Source: an optimization exercise on an open RTL-to-GDS flow (aim: a short achievable clock period and few clock cycles). Production flows keep margins and buffers that such runs may drop. Only simulation tests tie the RTL to the original design; equivalence was not proved. Power and IR drop assume default switching activity.

==> flow/design.v, too long to show whole: its modules and the start of the top module <==
// module tcf: 2021 lines
module tcf (
    input  wire        clk,
    input  wire        rst,         
    input  wire        req_valid,
    input  wire        req_write,
    input  wire [7:0]  req_addr,
    input  wire [31:0] req_wdata,
    output wire        req_ready,
    output reg         resp_valid,
    output reg  [31:0] resp_rdata
);
  // ...
==> flow/run.sh <==
#!/bin/bash
# synth_recipe.tcl (not shown) runs the flow's synth.tcl, then flattens the netlist and writes it again
# the make line also repeats each setting of config.mk as NAME=value (left out here)
make -C /OpenROAD-flow-scripts/flow DESIGN_CONFIG=/design/flow/config.mk WORK_HOME=/design/flow/orfs CLKGATE_MAP_FILE= SYNTH_SCRIPT=/design/flow/synth_recipe.tcl finish
==> flow/config.mk <==
export PLATFORM = sky130hd
export DESIGN_NAME = tcf
export DESIGN_NICKNAME = tcf
export VERILOG_FILES = /design/flow/design.v
export SDC_FILE = /design/flow/constraint.sdc
export NUM_CORES = 4
export LEC_CHECK = 0
export ABC_CLOCK_PERIOD_IN_PS = 3000
export CAP_MARGIN = 20
export CORE_MARGIN = 2
export CORE_UTILIZATION = 25
export PLACE_DENSITY = 0.4
export SETUP_SLACK_MARGIN = 4
export SLEW_MARGIN = 20
==> flow/constraint.sdc <==
create_clock -name core_clock -period 10.0 [get_ports {clk}]
set_input_delay 2.0000 -clock core_clock [delete_from_list [all_inputs] [get_ports {clk}]]
set_output_delay 2.0000 -clock core_clock [all_outputs]
set_load 0.01 [all_outputs]
==> run summary, run 1 <==
Outcome
The flow ran to the end, but the layout failed its checks. The violated checks flagged are slew limit.

Layout
The net total in the final layout is 30985. The register area is 86500 um^2. In the final layout, the share of cells above drive strength 1 is 9.02%. Leaving out fill and tap cells, the most frequent cell in the layout is nand2_1. Registers represent a cell area share of 30.5%. The most flop-heavy register is outq.

Synthesis
The post-synthesis area per instance is 7.92 um^2. The most instantiated library cell after synthesis is nand2_1. The fraction of post-synthesis cell area in the top cell type by area is 24.4%. The number of nets handed over by synthesis was 32138. Summing the areas of all fa, ha and maj instances in the mapped netlist gives 4.87% of the synthesized area. By area, the combinational part of the netlist is dominated by compound AO/OA/AOI/OAI gates.

Worst setup path
The most critical setup path has its endpoint at crc_state[19]. The end of the worst register-to-register path is crc_state[19]. The number of buffers and inverters on the critical path is 3. On the worst path, the slowest cell contributes a delay of 0.75 ns. The depth of the worst register-to-register path is 15. In this run the number of cells on the critical path is 15.

Global route
The most heavily used metal layer in global routing is met2. The met2 track utilization from global routing is 47.0%. Entering global routing, the biggest net connects 192 pins.

Clocking
In this run, CTS created clock tree buffers numbering 440. The later-pin clock latency in the skew report is 1.17 ns.

Timing
The count of final max-slew check failures was 1. The share of the cycle needed by the critical path after routing is 61.6%. Timing would allow up to 0.162 GHz. Measured against its own limit, the worst slew margin works out to -5.49%.

Power and ir drop
Dividing total power by cell area gives a power density of 115 nW/um^2. For this design the total switching power over the nets is 0.00822 W. The power in the clock group is 0.0167 W.

The part of the power in the clock network is 51.2%.

Place
OpenSTA, run right after detailed placement, puts the worst setup slack at 3.17 ns.

Route
In the routed design, unresolved DRC markers number 0.

Floorplanning
The number of well-tap cells placed is 13248.
Testbench counts, summed over its fixed seeds: cycles 16,087.
==> run 2, diff against run 1 <==
--- a/flow/design.v
+++ b/flow/design.v
@@ -1259,64 +1259,64 @@
         case (cpos)
             6'd43: wbyte = eth_fcs[31:24];
             6'd44: wbyte = eth_fcs[23:16];
             6'd45: wbyte = eth_fcs[15:8];
             6'd46: wbyte = eth_fcs[7:0];
             default: ;
         endcase
     end
-    wire [31:0] cb_byte = crcx_1(crc_state, wbyte);
+    reg  [7:0]  c_wb;       
+    reg         c_ph;       
+    wire [31:0] cb_byte = crcx_1(crc_state, c_wb);
     wire [31:0] cb_eth = crcs_14(crc_state) ^ crcd_14(
         {hdr[8*29 +: 8], hdr[8*30 +: 8], hdr[8*31 +: 8], hdr[8*32 +: 8],
          hdr[8*33 +: 8], hdr[8*34 +: 8], hdr[8*35 +: 8], hdr[8*36 +: 8],
          hdr[8*37 +: 8], hdr[8*38 +: 8], hdr[8*39 +: 8], hdr[8*40 +: 8],
          hdr[8*41 +: 8], hdr[8*42 +: 8]});
     wire [47:0] b_mac   = local_valid ? local_mac : 48'd0;
     wire [31:0] cb_beth = crc_beth(b_mac);
-    reg [31:0] pay_a, cb_pay;
-    always @(*) begin
-        case (plen[6:3])
-            4'd1: pay_a = crcs_8(crc_state);
-            4'd2: pay_a = crcs_16(crc_state);
-            4'd3: pay_a = crcs_24(crc_state);
-            4'd4: pay_a = crcs_32(crc_state);
-            4'd5: pay_a = crcs_40(crc_state);
-            4'd6: pay_a = crcs_48(crc_state);
-            4'd7: pay_a = crcs_56(crc_state);
-            4'd8: pay_a = crcs_64(crc_state);
-            default: pay_a = crc_state;
-        endcase
-        case (plen[2:0])
-            3'd1: cb_pay = crcs_1(c_u);
-            3'd2: cb_pay = crcs_2(c_u);
-            3'd3: cb_pay = crcs_3(c_u);
-            3'd4: cb_pay = crcs_4(c_u);
-            3'd5: cb_pay = crcs_5(c_u);
-            3'd6: cb_pay = crcs_6(c_u);
-            3'd7: cb_pay = crcs_7(c_u);
-            default: cb_pay = c_u;
-        endcase
-        cb_pay = cb_pay ^ pcrc;
+    reg [8:0] pa_oh;
+    reg [7:0] pb_oh;
+    always @(posedge clk) begin
+        pa_oh <= 9'd1 << plen[6:3];
+        pb_oh <= 8'd1 << plen[2:0];
     end
+    wire [31:0] pay_a = ({32{pa_oh[0]}} & crc_state) |
+                        ({32{pa_oh[1]}} & crcs_8(crc_state)) |
+                        ({32{pa_oh[2]}} & crcs_16(crc_state)) |
+                        ({32{pa_oh[3]}} & crcs_24(crc_state)) |
+                        ({32{pa_oh[4]}} & crcs_32(crc_state)) |
+                        ({32{pa_oh[5]}} & crcs_40(crc_state)) |
+                        ({32{pa_oh[6]}} & crcs_48(crc_state)) |
+                        ({32{pa_oh[7]}} & crcs_56(crc_state)) |
+                        ({32{pa_oh[8]}} & crcs_64(crc_state));
+    wire [31:0] cb_pay = pcrc ^ (({32{pb_oh[0]}} & c_u) |
+                                 ({32{pb_oh[1]}} & crcs_1(c_u)) |
+                                 ({32{pb_oh[2]}} & crcs_2(c_u)) |
+                                 ({32{pb_oh[3]}} & crcs_3(c_u)) |
+                                 ({32{pb_oh[4]}} & crcs_4(c_u)) |
+                                 ({32{pb_oh[5]}} & crcs_5(c_u)) |
+                                 ({32{pb_oh[6]}} & crcs_6(c_u)) |
+                                 ({32{pb_oh[7]}} & crcs_7(c_u)));
     wire c_tcph = crc_todo[0];
     wire c_iph  = crc_todo[1:0] == 2'b10;
     wire c_eth  = crc_todo[2:0] == 3'b100;
     wire c_paya = crc_todo[3:0] == 4'b1000;
     wire c_payb = crc_todo[4:0] == 5'b10000;
     wire c_fcs  = crc_todo == 6'b100000;
     reg [5:0] crc_rest;
     always @(*) begin
         crc_rest = crc_todo;
-        if ((c_tcph && cpos == 6'd12) ) crc_rest[0] = 1'b0;
-        if (c_iph && cpos == 6'd28)     crc_rest[1] = 1'b0;
-        if (c_eth)                      crc_rest[2] = 1'b0;
-        if (c_paya)                     crc_rest[3] = 1'b0;
-        if (c_payb)                     crc_rest[4] = 1'b0;
-        if (c_fcs && cpos == 6'd46)     crc_rest[5] = 1'b0;
+        if (c_tcph && c_ph && cpos == 6'd12) crc_rest[0] = 1'b0;
+        if (c_iph && c_ph && cpos == 6'd28)  crc_rest[1] = 1'b0;
+        if (c_eth)                           crc_rest[2] = 1'b0;
+        if (c_paya)                          crc_rest[3] = 1'b0;
+        if (c_payb)                          crc_rest[4] = 1'b0;
+        if (c_fcs && c_ph && cpos == 6'd46)  crc_rest[5] = 1'b0;
     end
     reg        kv1, kv2, kv3, kv4;
     reg        k_wcrc;
     reg [1:0]  k_dest;
     reg        tcp_after;
     localparam integer KW = 43 + 17;
     function [KW-1:0] kctl;
         input [2:0] sel;
@@ -1686,17 +1686,17 @@
     wire [15:0] kd_sum = eac16(kc_p, kc_q, kc_nz);
     wire [15:0] kd_fin = ~eac16(kc_pf, kc_qf, kc_nzf);
     wire [2:0] fsel    = c_arg[2:0];
     wire t_crcf  = t_op_ok && h_op[O_CRCF];
     wire cs_wr   = t_wr && h_oh[R_CRC_STATE];
     wire cs_data = t_wr && h_oh[R_CRC_DATA];
     wire cs_init = t_op_ok && h_op[O_CRCI];
     wire cs_beth = t_op_ok && (h_op[O_BETH] || h_op[O_BALL]);
-    wire cs_byte = busy && (c_tcph || c_iph || c_fcs);
+    wire cs_byte = busy && (c_tcph || c_iph || c_fcs) && c_ph;
     wire cs_eth  = busy ? c_eth : (t_crcf && (fsel == 3'd1 || fsel == 3'd2));
     wire cs_pay  = busy && c_payb;
     wire cs_any  = cs_wr || cs_data || cs_init || cs_beth || cs_byte || cs_eth || cs_pay;
     wire [31:0] crc_next = ({32{cs_wr}} & h_d) |
                            ({32{cs_data}} & crcx_1(crc_state, h_d[7:0])) |
                            {32{cs_init}} |
                            ({32{cs_beth}} & cb_beth) |
                            ({32{cs_byte}} & cb_byte) |
@@ -1744,27 +1744,32 @@
             ip_csum <= 32'd0; ip_src <= 32'd0; ip_dst <= 32'd0;
             tcp_sport <= 32'd0; tcp_dport <= 32'd0; tcp_seq <= 32'd0; tcp_ack <= 32'd0;
             tcp_doff <= 32'd0; tcp_rsvd <= 32'd0; tcp_flags <= 32'd0; tcp_win <= 32'd0;
             tcp_csum <= 32'd0; tcp_urg <= 32'd0;
             out_len <= 7'd0; out_nz <= 1'b0;
             ck_sum <= 16'd0; ck_hold <= 8'd0; ck_odd <= 1'b0; ck_res <= 16'hFFFF;
             busy <= 1'b0;
             crc_todo <= 6'd0; c_zero_ip <= 1'b0; c_fcsout <= 1'b0; emit_skip <= 6'd0;
+            c_ph <= 1'b0;
             kv1 <= 1'b0; kv2 <= 1'b0; kv3 <= 1'b0; kv4 <= 1'b0;
             k_wcrc <= 1'b0; k_dest <= K_FEED;
             tcp_after <= 1'b0; enc2 <= 1'b0; ckd <= 1'b0; ckr <= 1'b0;
             resp_valid <= srst_r;
             resp_rdata <= 32'd0;
         end else if (busy) begin
             ncrc_todo = crc_rest;
             nkv1 = kv1 && !k1_go; nkv2 = 1'b0; nkv3 = 1'b0; nkv4 = 1'b0;
             nenc2 = 1'b0; nckd = 1'b0; nckr = 1'b0; ntcp_after = tcp_after;
-            if (c_tcph || c_iph || c_fcs)
-                cpos <= (c_iph && cpos == 6'd28) ? 6'd43 : cpos + 6'd1;
+            if (c_tcph || c_iph || c_fcs) begin
+                c_ph <= !c_ph;
+                c_wb <= wbyte;
+                if (c_ph)
+                    cpos <= (c_iph && cpos == 6'd28) ? 6'd43 : cpos + 6'd1;
+            end
             if (c_paya)
                 c_u <= pay_a;
             if (c_payb && c_fcsout)
                 eth_fcs <= ~cb_pay;
             if (emit_skip != 6'd0) begin
                 outq <= outq >> 8;
                 emit_skip <= emit_skip - 6'd1;
             end
@@ -2005,16 +2010,17 @@
             plen <= 7'd0; ploh <= 65'd1; pth <= 64'd0;
             pcrc <= 32'd0; lo_e <= 13'd0; lo_o <= 13'd0; plast <= 8'd0;
             ap_v <= 1'b0;
         end
         if (rst) begin
             busy <= 1'b0;
             crc_todo <= 6'd0;
             emit_skip <= 6'd0;
+            c_ph <= 1'b0;
             kv1 <= 1'b0; kv2 <= 1'b0; kv3 <= 1'b0; kv4 <= 1'b0;
             tcp_after <= 1'b0; enc2 <= 1'b0; ckd <= 1'b0; ckr <= 1'b0;
             resp_valid <= 1'b0;
         end
     end
     assign append_now = (h_v && h_append0) || (busy && enc2);
     assign eng_done = (crc_rest == 6'd0) && !kv1 && !kv2 && !kv3 && !ckd && !tcp_after &&
                       emit_skip <= 6'd1;
==> flow/flow/run.sh (new file) <==
#!/bin/bash
set -euo pipefail
bash standard.sh SETUP_SLACK_MARGIN=6.5 \
    "BUFFER_PORTS_ARGS=-buffer_cell sky130_fd_sc_hd__buf_4" finish > flow_make.log 2>&1
==> flow/standard.sh (new file) <==
#!/bin/bash
# synth_recipe.tcl (not shown) runs the flow's synth.tcl, then flattens the netlist and writes it again
# the make line also repeats each setting of config.mk as NAME=value (left out here)
make -C /OpenROAD-flow-scripts/flow DESIGN_CONFIG=/design/flow/config.mk WORK_HOME=/design/flow/orfs CLKGATE_MAP_FILE= SYNTH_SCRIPT=/design/flow/synth_recipe.tcl "${@:-finish}"
--- a/flow/config.mk
+++ b/flow/config.mk
@@ -5,10 +5,9 @@
 export SDC_FILE = /design/flow/constraint.sdc
 export NUM_CORES = 4
 export LEC_CHECK = 0
 export ABC_CLOCK_PERIOD_IN_PS = 3000
 export CAP_MARGIN = 20
 export CORE_MARGIN = 2
 export CORE_UTILIZATION = 25
 export PLACE_DENSITY = 0.4
-export SETUP_SLACK_MARGIN = 4
 export SLEW_MARGIN = 20
removed: flow/run.sh
==> run 2 against run 1 <==
  * The run now finishes clean
  * Non-clock buffer count is 632 higher
  * Sequential cell count grew 26
  * Wire length increased by 0.35%
  * Setup slack better by 2.1 ns
  * Utilization rose by 1.8 points
  * Synthesized cell count rose by 0.14%
  * Cell count increased by 1.7%
  * Die area grew 0.48%
  * Clock power about the same
==> run summary, run 2 <==
Synthesis
Synthesis handed over a netlist of 31441 instances. Counting flops with an async set or reset pin after synthesis yields a share of 0%. The netlist uses 97 different library cells. The net count after synthesis came to 32177 (+0.12%). The post-synthesis area per instance is 7.95 um^2 (+0.35%). By area the synthesized netlist is led by edfxtp_1 24%, xnor2_1 13%, dfxtp_1 10%, nand2_1 8.1%, a21oi_1 7.4%. The total of warnings raised by yosys is 7. Counting instances in the post-synthesis netlist gives the leading cell types as 5371 x nand2_1, 3774 x xnor2_1, 3692 x a21oi_1.

The library cell occupying the most area in the post-synthesis netlist is edfxtp_1. The fraction of post-synthesis cell area in the top cell type by area is 24.3% (about the same). The post-synthesis instance area is 250000 um^2. The most used flip-flop cell after synthesis is edfxtp_1. The synthesized design contains 3316 register bits.

In the post-synthesis netlist, the cell with the most instances is nand2_1. Counting flops with a built-in enable in the synthesized netlist gives 2027. The share of synthesized area occupied by flip-flops and latches is 34.7%.

Floorplanning
The overall die height is 1000 um. The count of standard-cell rows is 367. The total area inside the core boundary comes to 998000 um^2. The die is 1000 um wide. The area of the die is 1010000 um^2. The initial core utilization is 25.1%. In this run the count of I/O pins placed on the die edge is 78.

Power and ir drop
The total leakage power is 108 nW. The worst IR drop on VDD is 0.000142 V. The power per cell area was 108 nW/um^2 (-5.7%).

Worst setup path
Tracing the worst setup path back leads to its startpoint at c_u[15]. The critical path buffer and inverter count came to 2 (-1). The category of cells accounting for the largest share of critical-path delay is compound AO/OA/AOI/OAI gates. The cell type of the slowest stage on the worst timing path is a222oi_1.

The most numerous cell type found on the critical path is xnor2_2. The type of destination of the critical path is a register. The critical path goes through buf_12 > xor2_2 > xnor2_2 > xnor2_1 > a222oi_1 > nand4_1 > xnor2_2 > buf_6 > a21oi_2 > mux2_4 > nor2_2. In this run the worst path has a maximum fanout of 7. The largest stage delay on the critical path is 1.05 ns (+0.30 ns). The critical path arrival is 5.05 ns. The end of the worst register-to-register path is eth_fcs[9]. By startpoint and endpoint, the worst setup path is classified as reg -> reg.

The launch point of the worst reg-to-reg path is c_u[15]. STA puts the critical path data required time at 11.02 ns. The worst-case register-to-register setup slack is 5.97 ns. The depth of the worst register-to-register path is 11 (-4). The worst setup path is launched from a register.

Timing
Setup total negative slack on the finished layout was measured at 0 ns. The share of the cycle needed by the critical path after routing came to 40.3% (-21 points). Setup repair after global routing could not meet its margin everywhere. The relative max-transition margin came to 10.5% (+16 points).

The number of setup violations in the final report is 0. The worst hold margin is 0.400 ns. The achievable clock frequency is 0.248 GHz (+53%).

The final-report hold violation count is 0. The clock arrives with 0.195 ns of skew. The slew of the pin with the lowest slew margin is 1.33 ns. The count of final max-slew check failures is 0 (-1). The minimum clock period after layout is 4.03 ns.

Layout
The net total in the final layout is 31616 (+2.0%). The finished layout holds 44778 standard cells, fillers aside. The library cells used most frequently in the layout, excluding fill and tap cells, are 5332 x nand2_1, 3622 x a21oi_1, 3296 x xnor2_1. The register with the most flip-flops in the final layout is outq. The most frequent standard cell in the layout excluding fill and tap cells is nand2_1. In the final layout, the registers with the most flip-flops are outq: 888 flops, pbuf: 512 flops. The register with the most flip-flops in the layout has 888 of them. The fraction of final layout cells sized beyond drive strength 1 is 14.4% (+5.4 points). Summing all non-filler instances in the final layout gives an area of 302000 um^2.

The area growth from synthesis to layout is 20.9%.

Place
The standard cell area after detailed placement is 267000 um^2. Detailed placement ended at an HPWL of 1180000 um. At the end of routability-driven placement, the weighted congestion stood at 1.03. In this run, placement finished with an instance count of 42925. In this run the tool buffered the top-level ports with 77 buffer cells.

Global route
The number of global-route vias before repair came to 233345. The largest net degree at the start of global routing was 196 (+2.1%). Across every metal layer, demand over resource in global routing totals 33.0%.

The total overflow left after global routing is 0. The global-route wire length before repair is 2270000 um. The initial antenna violation count is 309.

Job
Across the run, the number of max-cap violations was 0.

Clocking
The buffer levels on the longest clock path is 5. The later-pin clock latency in the skew report is 1.18 ns (about the same). The H-tree level count is 5. The CTS clock-pin slew for the worst setup and hold paths is 0.09 ns. The cell chosen for the clock root is clkbuf_16. The number of buffers created by CTS came to 446 (+1.4%). The hold buffer count at cts is 0.

The tree built by TritonCTS fans out to 3316 sinks. The CTS tree is yes.

Worst hold path
The startpoint of the worst hold path is i_d[17]. Along the worst hold path, the cell count comes to 0. The tightest min-delay check is of the reg -> reg type. The hold path endpoint is h_d[17].

Route
The remaining routing DRC violations is 0 (unchanged). The final routed wire length divided by cell count is 39.0 um. The remaining antenna violation count is 0.

Wires add up to 1750000 um. Dividing the detail-routed via count by the number of cells gives 5.77. The pre-antenna-repair detailed-routing pass consisted of 13 iterations. The DRC marker count from the first detailed-route iteration is 41127. Across all layers, the routed design uses 258281 vias.

Outcome
The flow ran to the end and the layout has no timing, DRC or antenna violations.
==> run 2: changes by cell type in the layout (fill, tap and decap cells not counted), sizes merged, moves of 49 or more <==
cell           delta
o221ai           -49
o21ai            -52
xnor2           +123
nor2             -51
a22oi            +78
clkdlybuf4s50    -77
a222oi           +80
o22ai           -104
nand2            +86
diode            +66
buf             +684
nand3            +49
==> run 2: logic make-up (layout without fill, tap and decap cells) <==
family	after synthesis	count (layout)	share of synthesized area, %
other	0	257	0
DFF	3316	3316	34.7
xor gates and xnor gates	4841	4841	17.3
muxes	431	431	1.78
buffers and inverters	3779	3561	5.78
and+or+nand+nor	10260	10272	16.9
adders and majority gates	693	693	4.82
AOI/OAI and AO/OA	8121	8123	18.7
==> run 2: area by class of cell <==
class	instances	area (um^2)
fill	105987	696000
multi-input combinational	24360	160000
sequential	3316	87300
timing repair buffer	2086	20400
tap	13284	16600
clock buffer	581	12200
inverter	664	2610
clock inverter	224	2250
antenna	257	643
timing repair inverter	6	55.1
==> run 2: worst register-to-register path: stages (launching register included) <==
cell and delay (ns):
edfxtp_1 0.42, buf_12 0.18, xor2_2 0.19, xnor2_2 0.14, xnor2_1 0.13, a222oi_1 1.05
nand4_1 0.70, xnor2_2 0.50, buf_6 0.22, a21oi_2 0.07, mux2_4 0.31, nor2_2 0.08
==> run 2: how the worst max path moves through the flow <==
stage,slack (ns),cells after the start,end
finish,5.97,11,eth_fcs[9]
global route,6.16,2,req_ready
CTS,6.16,2,req_ready
detailed placement,3.89,13,pth[10]
global placement,3.45,10,s_d[0]
floorplan,-6.05,4,outq[0]
==> run 2: per-stage QoR <==
stage / util, % / power, W / setup slack [ns]
2_1_floorplan: - / 0.0155 / -6.05
3_3_place_gp: 26.7 / 0.0162 / 3.45
3_5_place_dp: 26.8 / 0.0162 / 3.89
4_1_cts: 29.6 / 0.0328 / 6.16
5_1_grt: 30.2 / 0.0334 / 6.16
6_report: 30.3 / 0.0328 / 5.97
==> run 2: layer usage <==
| metal | up-vias | share of wire (%) | routed length, um | track usage [%] |
|---|---|---|---|---|
| met5 | - | 0.050 | 874 | 0.0331 |
| met1 | 129564 | 41 | 710000 | 43.7 |
| li1 | 106136 | - | - | - |
| met3 | 4356 | 11 | 191000 | 8.80 |
| met2 | 18102 | 41 | 719000 | 47.8 |
| met4 | 123 | 7.3 | 127000 | 20.0 |
==> run 2: power breakdown <==
group / internal, W / total, W / switching, W
Clock: 0.00957 / 0.0167 / 0.00716
Sequential: 0.0145 / 0.0146 / 0.000125
Combinational: 0.000336 / 0.00141 / 0.00108
Total: 0.0244 / 0.0328 / 0.00836
==> run 2: timing repair <==
action / in CTS / in global routing
gates cloned: 29 / 6
buffers inserted: 438 / 310
gates resized for setup: 1620 / 632
setup endpoints to repair: 3260 / 1560
pin swaps: 247 / 282
Testbench counts of run 2, summed over its fixed seeds: cycles 16,087.

==> separate check: timing with driven ports <==
The results above use ideal ports. As a check the final layouts listed here were re-extracted and re-timed, cells and wires unchanged. Step 1 sets driving cells, clkbuf_16 on the clock port and buf_2 on the other inputs (assumed; they add their load-dependent delay and slew). Step 2, shift: input delay + t, output delay - t, t = (earliest + latest rising clock arrival at the registers) / 2. This alone moves slack from input paths to output paths. Slacks: no drivers / after step 1 / after step 2; pairs: no drivers / after step 1.
run	shift t [ns]	setup slack, ns	hold slack, ns
run 1	1.244	3.843 / 3.843 / 3.843	0.362 / 0.362 / 0.362
run 2	1.248	5.973 / 5.973 / 5.973	0.400 / 0.400 / 0.400
